This design comes from an exercise in tuning for small area, a short achievable clock period and few clock cycles per item on the open sky130 flow, not from production work. Function was checked by simulation only, so behaviour that the tests miss may differ from the original.

==> exp/lagoon: inputs <==
// cvdsp_noise
module cvdsp_noise (
    input  wire        clk,
    input  wire        rst,           
    input  wire        start,
    input  wire [1:0]  op,
    input  wire        clk_flag,      
    input  wire        hold_flag,     
    input  wire [2:0]  scale_sel,     
    input  wire [31:0] now,           
    input  wire [7:0]  pot_a,         
    input  wire [7:0]  pot_b,         
    input  wire [7:0]  pot3,          
    input  wire [15:0] raw_a,         
    input  wire [15:0] raw_b,         
    input  wire [31:0] arg,           
    input  wire [31:0] cfg_tmin,      
    input  wire [31:0] cfg_tmax,      
    input  wire [15:0] cfg_ext_thresh,  
    input  wire [31:0] cfg_pulse_us,  
    output wire        done,
    output wire  [13:0] quant_mv,      
    output wire         pulse,         
    output wire  [1:0]  fired,         
    output wire  [31:0] seed,          
    output wire  [13:0] cur_a,         
    output wire  [13:0] cur_b,         
    output wire  [31:0] last_a,        
    output wire  [31:0] last_b,        
    output wire  [2:0]  scale,         
    output wire         armed,         
    output wire  [31:0] pulse_until    
);
    localparam [1:0] OP_TICK  = 2'd0;
    localparam [1:0] OP_DRAW  = 2'd1;
    localparam [1:0] OP_QUANT = 2'd2;
    localparam [1:0] OP_SEED  = 2'd3;
    function [15:0] cube_lut;
        input [7:0] i;
        begin
            case (i)
            8'd0: cube_lut = 16'd0;
            8'd1: cube_lut = 16'd0;
            8'd2: cube_lut = 16'd0;
            8'd3: cube_lut = 16'd0;
            8'd4: cube_lut = 16'd0;
            8'd5: cube_lut = 16'd0;
            8'd6: cube_lut = 16'd0;
            8'd7: cube_lut = 16'd0;
            8'd8: cube_lut = 16'd1;
            8'd9: cube_lut = 16'd1;
            8'd10: cube_lut = 16'd1;
            8'd11: cube_lut = 16'd2;
            8'd12: cube_lut = 16'd3;
            8'd13: cube_lut = 16'd4;
            8'd14: cube_lut = 16'd5;
            8'd15: cube_lut = 16'd6;
            8'd16: cube_lut = 16'd8;
            8'd17: cube_lut = 16'd9;
            8'd18: cube_lut = 16'd11;
  ...
Settings: LEC_CHECK=0, ABC_AREA=1, CAP_MARGIN=20, CORE_MARGIN=2, CORE_UTILIZATION=40, PLACE_DENSITY=0.6, SLEW_MARGIN=20; clock period 22.0 ns.
standard.sh (not shown) runs the stock make flow with config.mk's settings and CLKGATE_MAP_FILE= SYNTH_SCRIPT=/design/flow/synth_recipe.tcl, a recipe that flattens the netlist after the stock synthesis.
==> flow/flow/run.sh <==
#!/bin/bash
# The standard layout, with plain buffers (sky130_fd_sc_hd__buf_2) on the
# ports instead of buffer_ports's default choice, and timing repair asked for
# 9.5 ns of setup slack at the design's clock period.
# The make output goes to layout.log here; ORFS's per-step logs stay under orfs/logs.
set -euo pipefail
export BUFFER_PORTS_ARGS="-buffer_cell sky130_fd_sc_hd__buf_2"
export SETUP_SLACK_MARGIN=9.5
bash standard.sh > layout.log 2>&1
==> exp/yarrow: changes against exp/lagoon <==
--- a/flow/design.v
+++ b/flow/design.v
@@ -2233,135 +2233,117 @@
     wire        n2 = p1_fa && p1_fb;
     wire        n1 = !n2 && (p1_fa || p1_fb || p1_draw);
     wire [31:0] seed_r = n2 ? x2 : n1 ? x1 : st_sbase;
     wire [11:0] r1 = n2 ? x3[11:0] : n1 ? x2[11:0] : x1[11:0];
     wire [11:0] r2 = n2 ? x4[11:0] : n1 ? x3[11:0] : x2[11:0];
     wire [31:0] last_ra = p1_fa ? p1_now : st_last_a;
     wire [31:0] last_rb = p1_fb ? p1_now : st_last_b;
-    wire [15:0] c_a = cube_lut(pot_a);
-    wire [15:0] c_b = cube_lut(pot_b);
+    wire [26:0] cb_a = {cube_booth_hi(pot_a), cube_booth_lo(pot_a)};
+    wire [26:0] cb_b = {cube_booth_hi(pot_b), cube_booth_lo(pot_b)};
     wire [32:0] m_span = {1'b0, cfg_tmin} - {1'b0, cfg_tmax};
     wire [31:0] el_a = now - last_ra;
     wire [31:0] el_b = now - last_rb;
     wire [12:0] w  = win_lut(pot3);
     wire [14:0] w2 = {1'b0, w, 1'b0};
-    wire [12:0] w_lo = 13'd5000 - w;
+    wire [12:0] w_lo = wlo_lut(pot3);
     wire [34:0] fa_mx = {{2{m_span[32]}}, m_span};
-    wire [2:0] fa_t0 = {c_a[1], c_a[0], 1'b0};
-    wire fa_one0 = fa_t0[1] ^ fa_t0[0];
-    wire fa_two0 = (fa_t0 == 3'b100) || (fa_t0 == 3'b011);
-    wire fa_neg0 = fa_t0[2];
+    wire fa_one0 = cb_a[0];
+    wire fa_two0 = cb_a[1];
+    wire fa_neg0 = cb_a[2];
     wire [34:0] fa_pp0 = (({35{fa_one0}} & fa_mx) | ({35{fa_two0}} & {fa_mx[33:0], 1'b0})) ^ {35{fa_neg0}};
     wire [49:0] fa_row0 = {{15{1'b0}}, ~fa_pp0[34], fa_pp0[33:0]} << 0;
-    wire [2:0] fa_t1 = {c_a[3], c_a[2], c_a[1]};
-    wire fa_one1 = fa_t1[1] ^ fa_t1[0];
-    wire fa_two1 = (fa_t1 == 3'b100) || (fa_t1 == 3'b011);
-    wire fa_neg1 = fa_t1[2];
+    wire fa_one1 = cb_a[3];
+    wire fa_two1 = cb_a[4];
+    wire fa_neg1 = cb_a[5];
     wire [34:0] fa_pp1 = (({35{fa_one1}} & fa_mx) | ({35{fa_two1}} & {fa_mx[33:0], 1'b0})) ^ {35{fa_neg1}};
     wire [49:0] fa_row1 = {{15{1'b0}}, ~fa_pp1[34], fa_pp1[33:0]} << 2;
-    wire [2:0] fa_t2 = {c_a[5], c_a[4], c_a[3]};
-    wire fa_one2 = fa_t2[1] ^ fa_t2[0];
-    wire fa_two2 = (fa_t2 == 3'b100) || (fa_t2 == 3'b011);
-    wire fa_neg2 = fa_t2[2];
+    wire fa_one2 = cb_a[6];
+    wire fa_two2 = cb_a[7];
+    wire fa_neg2 = cb_a[8];
     wire [34:0] fa_pp2 = (({35{fa_one2}} & fa_mx) | ({35{fa_two2}} & {fa_mx[33:0], 1'b0})) ^ {35{fa_neg2}};
     wire [49:0] fa_row2 = {{15{1'b0}}, ~fa_pp2[34], fa_pp2[33:0]} << 4;
-    wire [2:0] fa_t3 = {c_a[7], c_a[6], c_a[5]};
-    wire fa_one3 = fa_t3[1] ^ fa_t3[0];
-    wire fa_two3 = (fa_t3 == 3'b100) || (fa_t3 == 3'b011);
-    wire fa_neg3 = fa_t3[2];
+    wire fa_one3 = cb_a[9];
+    wire fa_two3 = cb_a[10];
+    wire fa_neg3 = cb_a[11];
     wire [34:0] fa_pp3 = (({35{fa_one3}} & fa_mx) | ({35{fa_two3}} & {fa_mx[33:0], 1'b0})) ^ {35{fa_neg3}};
     wire [49:0] fa_row3 = {{15{1'b0}}, ~fa_pp3[34], fa_pp3[33:0]} << 6;
-    wire [2:0] fa_t4 = {c_a[9], c_a[8], c_a[7]};
-    wire fa_one4 = fa_t4[1] ^ fa_t4[0];
-    wire fa_two4 = (fa_t4 == 3'b100) || (fa_t4 == 3'b011);
-    wire fa_neg4 = fa_t4[2];
+    wire fa_one4 = cb_a[12];
+    wire fa_two4 = cb_a[13];
+    wire fa_neg4 = cb_a[14];
     wire [34:0] fa_pp4 = (({35{fa_one4}} & fa_mx) | ({35{fa_two4}} & {fa_mx[33:0], 1'b0})) ^ {35{fa_neg4}};
     wire [49:0] fa_row4 = {{15{1'b0}}, ~fa_pp4[34], fa_pp4[33:0]} << 8;
-    wire [2:0] fa_t5 = {c_a[11], c_a[10], c_a[9]};
-    wire fa_one5 = fa_t5[1] ^ fa_t5[0];
-    wire fa_two5 = (fa_t5 == 3'b100) || (fa_t5 == 3'b011);
-    wire fa_neg5 = fa_t5[2];
+    wire fa_one5 = cb_a[15];
+    wire fa_two5 = cb_a[16];
+    wire fa_neg5 = cb_a[17];
     wire [34:0] fa_pp5 = (({35{fa_one5}} & fa_mx) | ({35{fa_two5}} & {fa_mx[33:0], 1'b0})) ^ {35{fa_neg5}};
     wire [49:0] fa_row5 = {{15{1'b0}}, ~fa_pp5[34], fa_pp5[33:0]} << 10;
-    wire [2:0] fa_t6 = {c_a[13], c_a[12], c_a[11]};
-    wire fa_one6 = fa_t6[1] ^ fa_t6[0];
-    wire fa_two6 = (fa_t6 == 3'b100) || (fa_t6 == 3'b011);
-    wire fa_neg6 = fa_t6[2];
+    wire fa_one6 = cb_a[18];
+    wire fa_two6 = cb_a[19];
+    wire fa_neg6 = cb_a[20];
     wire [34:0] fa_pp6 = (({35{fa_one6}} & fa_mx) | ({35{fa_two6}} & {fa_mx[33:0], 1'b0})) ^ {35{fa_neg6}};
     wire [49:0] fa_row6 = {{15{1'b0}}, ~fa_pp6[34], fa_pp6[33:0]} << 12;
-    wire [2:0] fa_t7 = {c_a[15], c_a[14], c_a[13]};
-    wire fa_one7 = fa_t7[1] ^ fa_t7[0];
-    wire fa_two7 = (fa_t7 == 3'b100) || (fa_t7 == 3'b011);
-    wire fa_neg7 = fa_t7[2];
+    wire fa_one7 = cb_a[21];
+    wire fa_two7 = cb_a[22];
+    wire fa_neg7 = cb_a[23];
     wire [34:0] fa_pp7 = (({35{fa_one7}} & fa_mx) | ({35{fa_two7}} & {fa_mx[33:0], 1'b0})) ^ {35{fa_neg7}};
     wire [49:0] fa_row7 = {{15{1'b0}}, ~fa_pp7[34], fa_pp7[33:0]} << 14;
-    wire [2:0] fa_t8 = {1'b0, 1'b0, c_a[15]};
-    wire fa_one8 = fa_t8[1] ^ fa_t8[0];
-    wire fa_two8 = (fa_t8 == 3'b100) || (fa_t8 == 3'b011);
-    wire fa_neg8 = fa_t8[2];
+    wire fa_one8 = cb_a[24];
+    wire fa_two8 = cb_a[25];
+    wire fa_neg8 = cb_a[26];
     wire [34:0] fa_pp8 = (({35{fa_one8}} & fa_mx) | ({35{fa_two8}} & {fa_mx[33:0], 1'b0})) ^ {35{fa_neg8}};
     wire [49:0] fa_row8 = {{15{1'b0}}, ~fa_pp8[34], fa_pp8[33:0]} << 16;
     wire [14:0] fa_nb = {fa_neg7, 1'b0, fa_neg6, 1'b0, fa_neg5, 1'b0, fa_neg4, 1'b0, fa_neg3, 1'b0, fa_neg2, 1'b0, fa_neg1, 1'b0, fa_neg0};
     wire [49:0] fa_ra = {3'd0, el_a, {15{m_span[32]}}};
     wire [49:0] fa_rb = {3'd0, ~cfg_tmin, fa_nb};
     wire [49:0] fa_d = fa_row0 + fa_row1 + fa_row2 + fa_row3 + fa_row4 + fa_row5 + fa_row6 + fa_row7 + fa_row8 + fa_ra + fa_rb + 50'd609868176195584;
     wire tfire_a = !fa_d[49];
     wire [34:0] fb_mx = {{2{m_span[32]}}, m_span};
-    wire [2:0] fb_t0 = {c_b[1], c_b[0], 1'b0};
-    wire fb_one0 = fb_t0[1] ^ fb_t0[0];
-    wire fb_two0 = (fb_t0 == 3'b100) || (fb_t0 == 3'b011);
-    wire fb_neg0 = fb_t0[2];
+    wire fb_one0 = cb_b[0];
+    wire fb_two0 = cb_b[1];
+    wire fb_neg0 = cb_b[2];
     wire [34:0] fb_pp0 = (({35{fb_one0}} & fb_mx) | ({35{fb_two0}} & {fb_mx[33:0], 1'b0})) ^ {35{fb_neg0}};
     wire [49:0] fb_row0 = {{15{1'b0}}, ~fb_pp0[34], fb_pp0[33:0]} << 0;
-    wire [2:0] fb_t1 = {c_b[3], c_b[2], c_b[1]};
-    wire fb_one1 = fb_t1[1] ^ fb_t1[0];
-    wire fb_two1 = (fb_t1 == 3'b100) || (fb_t1 == 3'b011);
-    wire fb_neg1 = fb_t1[2];
+    wire fb_one1 = cb_b[3];
+    wire fb_two1 = cb_b[4];
+    wire fb_neg1 = cb_b[5];
     wire [34:0] fb_pp1 = (({35{fb_one1}} & fb_mx) | ({35{fb_two1}} & {fb_mx[33:0], 1'b0})) ^ {35{fb_neg1}};
     wire [49:0] fb_row1 = {{15{1'b0}}, ~fb_pp1[34], fb_pp1[33:0]} << 2;
-    wire [2:0] fb_t2 = {c_b[5], c_b[4], c_b[3]};
-    wire fb_one2 = fb_t2[1] ^ fb_t2[0];
-    wire fb_two2 = (fb_t2 == 3'b100) || (fb_t2 == 3'b011);
-    wire fb_neg2 = fb_t2[2];
+    wire fb_one2 = cb_b[6];
+    wire fb_two2 = cb_b[7];
+    wire fb_neg2 = cb_b[8];
     wire [34:0] fb_pp2 = (({35{fb_one2}} & fb_mx) | ({35{fb_two2}} & {fb_mx[33:0], 1'b0})) ^ {35{fb_neg2}};
     wire [49:0] fb_row2 = {{15{1'b0}}, ~fb_pp2[34], fb_pp2[33:0]} << 4;
-    wire [2:0] fb_t3 = {c_b[7], c_b[6], c_b[5]};
-    wire fb_one3 = fb_t3[1] ^ fb_t3[0];
-    wire fb_two3 = (fb_t3 == 3'b100) || (fb_t3 == 3'b011);
-    wire fb_neg3 = fb_t3[2];
+    wire fb_one3 = cb_b[9];
+    wire fb_two3 = cb_b[10];
+    wire fb_neg3 = cb_b[11];
     wire [34:0] fb_pp3 = (({35{fb_one3}} & fb_mx) | ({35{fb_two3}} & {fb_mx[33:0], 1'b0})) ^ {35{fb_neg3}};
     wire [49:0] fb_row3 = {{15{1'b0}}, ~fb_pp3[34], fb_pp3[33:0]} << 6;
-    wire [2:0] fb_t4 = {c_b[9], c_b[8], c_b[7]};
-    wire fb_one4 = fb_t4[1] ^ fb_t4[0];
-    wire fb_two4 = (fb_t4 == 3'b100) || (fb_t4 == 3'b011);
-    wire fb_neg4 = fb_t4[2];
+    wire fb_one4 = cb_b[12];
+    wire fb_two4 = cb_b[13];
+    wire fb_neg4 = cb_b[14];
     wire [34:0] fb_pp4 = (({35{fb_one4}} & fb_mx) | ({35{fb_two4}} & {fb_mx[33:0], 1'b0})) ^ {35{fb_neg4}};
     wire [49:0] fb_row4 = {{15{1'b0}}, ~fb_pp4[34], fb_pp4[33:0]} << 8;
-    wire [2:0] fb_t5 = {c_b[11], c_b[10], c_b[9]};
-    wire fb_one5 = fb_t5[1] ^ fb_t5[0];
-    wire fb_two5 = (fb_t5 == 3'b100) || (fb_t5 == 3'b011);
-    wire fb_neg5 = fb_t5[2];
+    wire fb_one5 = cb_b[15];
+    wire fb_two5 = cb_b[16];
+    wire fb_neg5 = cb_b[17];
     wire [34:0] fb_pp5 = (({35{fb_one5}} & fb_mx) | ({35{fb_two5}} & {fb_mx[33:0], 1'b0})) ^ {35{fb_neg5}};
     wire [49:0] fb_row5 = {{15{1'b0}}, ~fb_pp5[34], fb_pp5[33:0]} << 10;
-    wire [2:0] fb_t6 = {c_b[13], c_b[12], c_b[11]};
-    wire fb_one6 = fb_t6[1] ^ fb_t6[0];
-    wire fb_two6 = (fb_t6 == 3'b100) || (fb_t6 == 3'b011);
-    wire fb_neg6 = fb_t6[2];
+    wire fb_one6 = cb_b[18];
+    wire fb_two6 = cb_b[19];
+    wire fb_neg6 = cb_b[20];
     wire [34:0] fb_pp6 = (({35{fb_one6}} & fb_mx) | ({35{fb_two6}} & {fb_mx[33:0], 1'b0})) ^ {35{fb_neg6}};
     wire [49:0] fb_row6 = {{15{1'b0}}, ~fb_pp6[34], fb_pp6[33:0]} << 12;
-    wire [2:0] fb_t7 = {c_b[15], c_b[14], c_b[13]};
-    wire fb_one7 = fb_t7[1] ^ fb_t7[0];
-    wire fb_two7 = (fb_t7 == 3'b100) || (fb_t7 == 3'b011);
-    wire fb_neg7 = fb_t7[2];
+    wire fb_one7 = cb_b[21];
+    wire fb_two7 = cb_b[22];
+    wire fb_neg7 = cb_b[23];
     wire [34:0] fb_pp7 = (({35{fb_one7}} & fb_mx) | ({35{fb_two7}} & {fb_mx[33:0], 1'b0})) ^ {35{fb_neg7}};
     wire [49:0] fb_row7 = {{15{1'b0}}, ~fb_pp7[34], fb_pp7[33:0]} << 14;
-    wire [2:0] fb_t8 = {1'b0, 1'b0, c_b[15]};
-    wire fb_one8 = fb_t8[1] ^ fb_t8[0];
-    wire fb_two8 = (fb_t8 == 3'b100) || (fb_t8 == 3'b011);
-    wire fb_neg8 = fb_t8[2];
+    wire fb_one8 = cb_b[24];
+    wire fb_two8 = cb_b[25];
+    wire fb_neg8 = cb_b[26];
     wire [34:0] fb_pp8 = (({35{fb_one8}} & fb_mx) | ({35{fb_two8}} & {fb_mx[33:0], 1'b0})) ^ {35{fb_neg8}};
     wire [49:0] fb_row8 = {{15{1'b0}}, ~fb_pp8[34], fb_pp8[33:0]} << 16;
     wire [14:0] fb_nb = {fb_neg7, 1'b0, fb_neg6, 1'b0, fb_neg5, 1'b0, fb_neg4, 1'b0, fb_neg3, 1'b0, fb_neg2, 1'b0, fb_neg1, 1'b0, fb_neg0};
     wire [49:0] fb_ra = {3'd0, el_b, {15{m_span[32]}}};
     wire [49:0] fb_rb = {3'd0, ~cfg_tmin, fb_nb};
     wire [49:0] fb_d = fb_row0 + fb_row1 + fb_row2 + fb_row3 + fb_row4 + fb_row5 + fb_row6 + fb_row7 + fb_row8 + fb_ra + fb_rb + 50'd609868176195584;
     wire tfire_b = !fb_d[49];
==> flow/flow/run.sh (replaced) <==
#!/bin/bash
# The standard layout, with plain buffers (sky130_fd_sc_hd__buf_2) on the
# ports instead of buffer_ports's default choice, and timing repair asked for
# 8 ns of setup slack at the design's clock period.
# The make output goes to layout.log here; ORFS's per-step logs stay under orfs/logs.
set -euo pipefail
export BUFFER_PORTS_ARGS="-buffer_cell sky130_fd_sc_hd__buf_2"
export SETUP_SLACK_MARGIN=8
bash standard.sh > layout.log 2>&1
==> notes <==
exp/yarrow produced a clean layout. exp/lagoon finished with timing, DRC and antenna clean.
Against exp/lagoon, the global-route usage of exp/yarrow is higher by 0.86 points.
Against exp/lagoon, the register-to-register slack of exp/yarrow is lower by 0.88 ns.
Against exp/lagoon, the count of clock-buffer cells in the layout of exp/yarrow is lower by 5.
Against exp/yarrow, the critical path depth of exp/lagoon is higher by 25.
Of exp/lagoon and exp/yarrow, exp/lagoon has the higher fmax (gap 10%, measured against exp/yarrow).
Against exp/yarrow, the via count of exp/lagoon is lower by about 1.1%.
In sequential cell count, exp/yarrow and exp/lagoon do not differ.
==> figures <==
| item | exp/yarrow | exp/lagoon |
|---|---|---|
| Outcome | complete, no violations | complete, no violations |
| Fraction of layout instances using a drive strength above 1 | 0.09140 | 0.1690 |
| Largest stage delay, worst path | 0.77 ns | 0.56 ns |
| Diode insertion count for antenna repair | 13 | 7 |
| Fillers | 21.41k | 20.10k |
| Area post-placement | 86,640 um^2 | 84,970 um^2 |
| Detailed-route wire length per cell | 24.58 um | 24.24 um |
| Synth Instances | 12.01k | 11.60k |
| Fraction of synthesized area in multiplexers | 0.0006112 | 0.0002497 |
| Post-synthesis average cell area | 6.820 um^2 | 6.911 um^2 |
| Area occupied by registers | 5265 um^2 | 5271 um^2 |
| Non-filler instance count after layout | 14.85k | 14.72k |
| Worst Setup EP | p1_fb | p1_v1[13] |
| Max Fanout on Critical Path | 28 | 11 |
| Global routing usage summed across all routing layers | 0.3357 | 0.3271 |
Testbench counts of exp/lagoon, summed over its fixed seeds: cycles 12,000, commands 12,000.
Testbench counts of exp/yarrow, summed over its fixed seeds: cycles 12,000, commands 12,000.

==> separate check: timing with driven ports <==
The flow's constraints put no driver on any port. The routed layouts listed below were extracted and timed again, unchanged, in two steps. Step 1 assumes that a clkbuf_16 drives the clock port and a buf_2 every other input. Step 2 moves the port delays by t, midway between the first and last clock arrival at a register: inputs arrive t later, outputs are due t later. That takes back most of the time a late clock gives input paths. a / b / c = ideal ports / drivers / drivers and shift; a / b = the first two.
run	t, ns	setup WS [ns]	latest minus earliest clock arrival (ns)
exp/lagoon	0.637	9.470 / 9.420 / 8.809	0.026 / 0.027
exp/yarrow	0.642	8.177 / 8.229 / 7.587	0.040 / 0.040
After both steps every run listed still meets setup and hold. The setup slack of exp/lagoon, which loses most, moves by -0.050 ns with the drivers and by -0.661 ns with both steps.
